What follows belongs to an exercise in optimizing a design on an open flow for small area and a short achievable clock period; a production flow would make more cautious choices. Only simulation tests tie the RTL to the original design; equivalence was not proved. Power figures rest on the tool's default switching activity, not on a simulated workload.

--- flow/run.sh ---
#!/bin/bash
# synth_recipe.tcl (not shown) runs the flow's synth.tcl, then flattens the netlist and writes it again
# the make line also repeats each setting of config.mk as NAME=value (left out here)
make -C /OpenROAD-flow-scripts/flow DESIGN_CONFIG=/design/flow/config.mk WORK_HOME=/design/flow/orfs CLKGATE_MAP_FILE= SYNTH_SCRIPT=/design/flow/synth_recipe.tcl finish
--- flow/config.mk ---
export PLATFORM = sky130hd
export DESIGN_NAME = pcr_core
export DESIGN_NICKNAME = pcr_core
export VERILOG_FILES = /design/flow/design.v
export SDC_FILE = /design/flow/constraint.sdc
export NUM_CORES = 4
export LEC_CHECK = 0
export CAP_MARGIN = 20
export CORE_MARGIN = 2
export CORE_UTILIZATION = 40
export SLEW_MARGIN = 20
--- flow/constraint.sdc ---
create_clock -name core_clock -period 3.5 [get_ports {clk}]
set_input_delay 0.7000 -clock core_clock [delete_from_list [all_inputs] [get_ports {clk}]]
set_output_delay 0.7000 -clock core_clock [all_outputs]
set_load 0.01 [all_outputs]
--- flow/design.v ---
module pcr_core (
    input  wire        clk,
    input  wire        rst,           
    input  wire        edge_init,     
    input  wire        zc_init,       
    input  wire [15:0] phase_inc,     
    input  wire [15:0] pulse_width,   
    input  wire        step_valid,
    input  wire [15:0] step_word,
    output reg         step_acc,      
    output reg         step_rej,      
    output reg         gate_a,
    output reg         gate_b,
    output reg  [15:0] phase,
    output reg  [15:0] tickcnt,
    output reg  [15:0] alpha,
    output reg  [15:0] pulsecnt,
    output reg         pulseflag,
    output reg         edge_sel,
    output reg         tmr_if,
    output reg         sync_if,
    output reg         adon,
    output reg         go_done,
    output reg         zc_in,
    output reg  [3:0]  lstate,
    output reg         fault
);
    localparam [15:0] ALPHA_RESET = 16'd480;
    localparam [3:0] L_ADC_EN    = 4'd0;
    localparam [3:0] L_ADC_GO    = 4'd1;
    localparam [3:0] L_ADC_WAIT  = 4'd2;
    localparam [3:0] L_ADC_RD    = 4'd3;
    localparam [3:0] L_CMP       = 4'd4;
    localparam [3:0] L_OUT_LOW   = 4'd5;
    localparam [3:0] L_TEST_FLAG = 4'd6;
    localparam [3:0] L_PG_RST    = 4'd7;
    localparam [3:0] L_PG_DRV    = 4'd8;
    localparam [3:0] L_PG_WAIT   = 4'd9;
    localparam [3:0] L_PG_OFF    = 4'd10;
    localparam [3:0] L_SET_FLAG  = 4'd11;
    localparam [3:0] AG_MAIN     = 4'h0;
    localparam [3:0] AG_ISR      = 4'h1;
    localparam [3:0] AG_TICK     = 4'h2;
    localparam [3:0] AG_ZC_RISE  = 4'h3;
    localparam [3:0] AG_ZC_FALL  = 4'h4;
    localparam [3:0] AG_ADC_DONE = 4'h5;
    reg [7:0] adresh;
    reg [7:0] adresl;
    wire [3:0] ag        = step_word[15:12];
    wire       pay_zero  = (step_word[11:0] == 12'd0);
    wire is_main     = (ag == AG_MAIN)     && pay_zero;
    wire is_isr      = (ag == AG_ISR)      && pay_zero;
    wire is_tick     = (ag == AG_TICK)     && pay_zero;
    wire is_zc_rise  = (ag == AG_ZC_RISE)  && pay_zero;
    wire is_zc_fall  = (ag == AG_ZC_FALL)  && pay_zero;
    wire is_adc_done = (ag == AG_ADC_DONE) && (step_word[11:10] == 2'b00);
    wire [9:0] raw_in = step_word[9:0];
    wire isr_enabled = tmr_if | sync_if;
    wire enabled = !fault && (is_main
                              || (is_isr && isr_enabled)
                              || is_tick
                              || (is_zc_rise && !zc_in)
                              || (is_zc_fall && zc_in)
                              || (is_adc_done && adon && go_done));
    wire take = step_valid && enabled;
    wire [16:0] phase_sum = {1'b0, phase} + {1'b0, phase_inc};
    wire [15:0] phase_sat = phase_sum[16] ? 16'hFFFF : phase_sum[15:0];
    wire [15:0] adc_raw   = {6'd0, adresh[1:0], adresl};
    always @(posedge clk) begin
        if (rst) begin
            step_acc  <= 1'b0;
            step_rej  <= 1'b0;
            gate_a    <= 1'b0;
            gate_b    <= 1'b0;
            phase     <= 16'd0;
            tickcnt   <= 16'd0;
            alpha     <= ALPHA_RESET;
            pulsecnt  <= 16'd0;
            pulseflag <= 1'b0;
            edge_sel  <= edge_init;
            tmr_if    <= 1'b0;
            sync_if   <= 1'b0;
            adon      <= 1'b0;
            go_done   <= 1'b0;
            zc_in     <= zc_init;
            lstate    <= L_ADC_EN;
            fault     <= 1'b0;
        end else begin
            step_acc <= take;
            step_rej <= step_valid && !enabled;
            if (take) begin
                if (is_main) begin
                    case (lstate)
                        L_ADC_EN: begin
                            adon   <= 1'b1;
                            lstate <= L_ADC_GO;
                        end
                        L_ADC_GO: begin
                            go_done <= 1'b1;
                            lstate  <= L_ADC_WAIT;
                        end
                        L_ADC_WAIT: begin
                            lstate <= go_done ? L_ADC_WAIT : L_ADC_RD;
                        end
                        L_ADC_RD: begin
                            alpha  <= adc_raw;
                            lstate <= L_CMP;
                        end
                        L_CMP: begin
                            lstate <= (phase < alpha) ? L_OUT_LOW : L_TEST_FLAG;
                        end
                        L_OUT_LOW: begin
                            gate_a <= 1'b0;
                            gate_b <= 1'b0;
                            lstate <= L_ADC_EN;
                        end
                        L_TEST_FLAG: begin
                            lstate <= pulseflag ? L_OUT_LOW : L_PG_RST;
                        end
                        L_PG_RST: begin
                            pulsecnt <= 16'd0;
                            lstate   <= L_PG_DRV;
                        end
                        L_PG_DRV: begin
                            if (edge_sel) gate_a <= 1'b1;
                            else          gate_b <= 1'b1;
                            lstate <= L_PG_WAIT;
                        end
                        L_PG_WAIT: begin
                            lstate <= (pulsecnt < pulse_width) ? L_PG_WAIT : L_PG_OFF;
                        end
                        L_PG_OFF: begin
                            gate_a <= 1'b0;
                            gate_b <= 1'b0;
                            lstate <= L_SET_FLAG;
                        end
                        L_SET_FLAG: begin
                            pulseflag <= 1'b1;
                            lstate    <= L_ADC_EN;
                        end
                        default: begin
                            fault <= 1'b1;
                        end
                    endcase
                end
                if (is_isr) begin
                    if (tmr_if) begin
                        tickcnt  <= tickcnt + 16'd1;
                        pulsecnt <= pulsecnt + 16'd1;
                        phase    <= phase_sat;
                        tmr_if   <= 1'b0;
                    end
                    if (sync_if) begin
                        edge_sel  <= !edge_sel;
                        phase     <= 16'd0;
                        tickcnt   <= 16'd0;
                        pulseflag <= 1'b0;
                        sync_if   <= 1'b0;
                    end
                end
                if (is_tick) begin
                    tmr_if <= 1'b1;
                end
                if (is_zc_rise) begin
                    zc_in <= 1'b1;
                    if (edge_sel) sync_if <= 1'b1;
                end
                if (is_zc_fall) begin
                    zc_in <= 1'b0;
                    if (!edge_sel) sync_if <= 1'b1;
                end
                if (is_adc_done) begin
                    go_done <= 1'b0;
                end
            end
        end
    end
    always @(posedge clk) begin
        if (!rst && take && is_adc_done) begin
            adresh <= {6'd0, raw_in[9:8]};
            adresl <= raw_in[7:0];
        end
    end
endmodule
==> flow_summary.json <==
{
  "status": "finished clean",
  "min_period_ps": 3090,
  "clk_pin_slew_ps": 60,
  "max_stage_delay_ps": 440,
  "hold_viol_final": 0,
  "crit_slowest_cell": "clkdlybuf4s50_1",
  "grt_usage_pct": 20.7,
  "ys_ff_latch": 84,
  "routedWlPerCell_microns": 15.5,
  "clockPowerShare_pct": 46.1,
  "synth_async_sr_flop_share_pct": 0,
  "synth_top_family_by_area": "simple AND/OR/NAND/NOR gates",
  "synthSimpleGateAreaFrac_pct": 22.1,
  "peakVddDrop_v": 0.000224,
  "initial_core_util_pct": 40.9,
  "critPathCaptureType": "flop",
  "mostFrequentLayoutCells": "125 x clkdlybuf4s50_1, 72 x dfxtp_1, 63 x nor2_1",
  "syn-instance-count": 612,
  "cp_max_fo": 4,
  "gp_congestion": 0.839,
  "antenna_found_initial": 0,
  "gr-usage-met2_pct": 35.4,
  "worstSetupPathType": "in -> reg",
  "multi_input_area_sq_um": 3050,
  "yosys_warnings": 1,
  "cts_root_buf": "clkbuf_16",
  "grt_max_degree": 36,
  "drtAntennaViolNets": 0,
  "drv_cap": 0,
  "power-per-cell-area_nw_per_um2": 306,
  "stdcell_count": 915,
  "first_pass_iters": 4,
  "ctsHtreeMaxLevel": 3,
  "skew_ps": 8.54,
  "drt_iter0_drc": 246,
  "fin_ws_ps": 412,
  "startpoint": "phase_inc[1]",
  "grtUsageMet3_pct": 5.64,
  "tritoncts": "done",
  "synth.mux.area_fraction_pct": 2.14,
  "power_leakage_uw": 0.00277,
  "post-place-ws_ps": 84.8,
  "ff2ff_path_depth": 9,
  "hold_class": "reg -> reg",
  "synth_ff_type": "dfxtp_1",
  "clk_latency_ps": 340,
  "reg2reg_to": "phase[13]",
  "first_global_vias": 4973,
  "dp_hpwl_microns": 10800,
  "p_sw_uw": 481,
  "yosysTopAreaCell": "dfxtp_1",
  "cts_setup_buffers": 0,
  "synthXorXnorAreaFrac_pct": 2.90,
  "grt_util_met1_pct": 25.0,
  "routed_wl_microns": 14200,
  "synthDistinctLibCells": 61,
  "synth_compound_area_share_pct": 20.9,
  "top_usage_layer": "met2",
  "power_frac_seq_pct": 46.7,
  "die_area_sq_um": 13800,
  "swShare_pct": 22.9,
  "placed_area_sq_um": 6580,
  "synth_fa_ha_area_share_pct": 10.6,
  "clock_path_buffers": 2,
  "vias_per_cell": 5.45,
  "rsz0062_at_grt": "false",
  "n_antenna_cell": 0,
  "synth_edf_count": 12,
  "port_buffers": 126,
  "cts_resized": 0,
  "die_x_microns": 117,
  "setup_viol_count_final": 0,
  "drc": 0,
  "crit_path_cell_trace": "clkdlybuf4s50_1 -> ha_1 -> a211oi_1 -> o21ai_0 -> a31o_2 -> a31o_2 -> a311o_1 -> a22o_1 -> nor3_1 -> nor3_1",
  "seq_area_sq_um": 1800,
  "die_h_microns": 117,
  "timing.final.crit_share_pct": 88.2,
  "tns_ps": 0,
  "nets": 834,
  "slew_headroom_pct": 52.0,
  "grt_first_pass_wirelength_microns": 23700,
  "slew_viol_final": 0,
  "tightest_slew_ps": 719,
  "design_area_sq_um": 6880,
  "overflow": 0,
  "ys_seq_area_share_pct": 35.1,
  "final_common_cell": "clkdlybuf4s50_1",
  "syn-cell-area_sq_um": 5130,
  "cts_inserted_buffers": 9,
  "reg2reg_from": "phase[1]",
  "dp.cells": 899,
  "required_ps": 3720,
  "power.internal_uw": 1620,
  "vias": 4986,
  "fmax_mhz": 324,
  "core_area_sq_um": 12600,
  "worstPathArrival_ps": 3310,
  "ff2ff_setup_slack_ps": 850,
  "synthTopCellsByArea": "dfxtp_1 28%, ha_1 10%, edfxtp_1 7.0%",
  "p_comb_share_pct": 7.3,
  "fill_cells": 1180,
  "ios": 133,
  "postCtsHoldBufs": 0,
  "synth.avg_cell_area_sq_um": 8.39,
  "syn_to_final_growth_pct": 34.1,
  "synth_top_area_share_pct": 28.1,
  "worstSetupStartpointType": "input pin",
  "setup.worst_path.end": "phase[13]",
  "layout-drive-gt1-share_pct": 6.73,
  "rows": 41,
  "cts.sinks": 84
}
metal layers:
metal	up-vias	part of all wire, %
met1	2367	43
met4	0	2.1
met2	136	49
met3	25	5.9
met5	-	0
li1	2458	-
cell type report:
cell class / count / area share, %
clock buffers: 10 / 3.33
clock inverters: 6 / 1.05
inverters: 40 / 2.18
multi-input cells: 462 / 44.3
flip-flops and latches: 84 / 26.2
well taps: 172 / 3.13
repair buffers: 141 / 19.9
cell usage after synthesis, drive strengths merged (2+ instances only):
cell,number
a211o,5
a211oi,5
a21o,12
a21oi,57
a22o,3
a22oi,3
a311o,2
a311oi,5
a31o,4
a31oi,11
a41oi,2
and2,2
and3,10
and4,5
buf,16
clkbuf,15
dfxtp,72
edfxtp,12
ha,42
inv,40
mux2i,11
nand2,40
nand2b,4
nand3,10
nand3b,2
nand4,13
nor2,63
nor2b,13
nor3,17
nor3b,5
nor4,5
nor4b,2
o21a,5
o21ai,49
o31a,4
or2,3
or3,17
xnor2,9
xor2,8
state kept, by name, indices dropped and copies added (netlist names):
| name | count |
|---|---|
| phase | 16 |
| pulseflag | 1 |
| adresh | 2 |
| sync_if | 1 |
| gate_b | 1 |
| tickcnt | 16 |
| adresl | 8 |
| edge_sel | 1 |
| alpha | 10 |
| gate_a | 1 |
| lstate | 4 |
| pulsecnt | 16 |
| go_done | 1 |
| zc_in | 1 |
| fault | 1 |
| tmr_if | 1 |
| step_acc | 1 |
| adon | 1 |
| step_rej | 1 |
power by group through the flow:
stage,Sequential (uW),Combinational (uW),Clock [uW]
floorplan,1000,72.4,0
global placement,1000,151,0
detailed placement,1000,153,0
CTS,982,154,991
global route,982,169,1030
finish,982,154,969
critical path: cells and delay by family:
kind                       cells  cell delay, ps
adders and majority gates      1             320
AOI/OAI and AO/OA              6            1600
buffers and inverters          1             440
and+or+nand+nor                2             250
cells by family (layout without fill, tap and decap cells):
kind of cell    count (synthesis)  after routing
mux                            11             11
compound gates                174            174
buf+inv                        71            197
simple gates                  211            211
fa+ha+maj                      43             43
flops                          84             84
other cells                     1              6
xor+xnor                       17             17
worst min-delay path by stage:
stage	from	slack, ps	endpoint	cells past startpoint
finish	gate_b	470	gate_b	1
global route	gate_b	490	gate_b	1
CTS	gate_b	470	gate_b	1
detailed placement	gate_b	460	gate_b	1
global placement	gate_b	460	gate_b	1
floorplan	adresl[0]	450	alpha[0]	2
metrics by stage:
step / util [%] / hold slack, ps / power (uW)
6_report: 54.8 / 469 / 2110
5_1_grt: 54.8 / 487 / 2180
4_1_cts: 54.8 / 475 / 2130
3_5_place_dp: 52.4 / 460 / 1160
3_3_place_gp: 52.4 / 456 / 1160
2_1_floorplan: - / 453 / 1080

==> static timing again, ports no longer ideal <==
In the flow no input, the clock included, has a driving cell. The finished layout below was timed again as built, in two steps.
Step 1, drivers: a clkbuf_16 drives clk and a buf_2 each remaining input, both assumed.
Step 2 adds t to the input delays and takes it off the output delays; t is the mean of the earliest and latest rising clock arrival at the registers after step 1. Input paths then give back, and output paths get back, about the clock's delay inside the block.
Three values: ideal, step 1, step 2; two values: the first two.
shift t [ns]: 0.379
slack for setup (ns): 0.412 / 0.426 / 0.047
slew at the worst register clock pin (ns): 0.07 / 0.07
After both steps this run still meets setup and hold. The setup slack of this run moves by +0.014 ns with the drivers and by -0.365 ns with both steps.
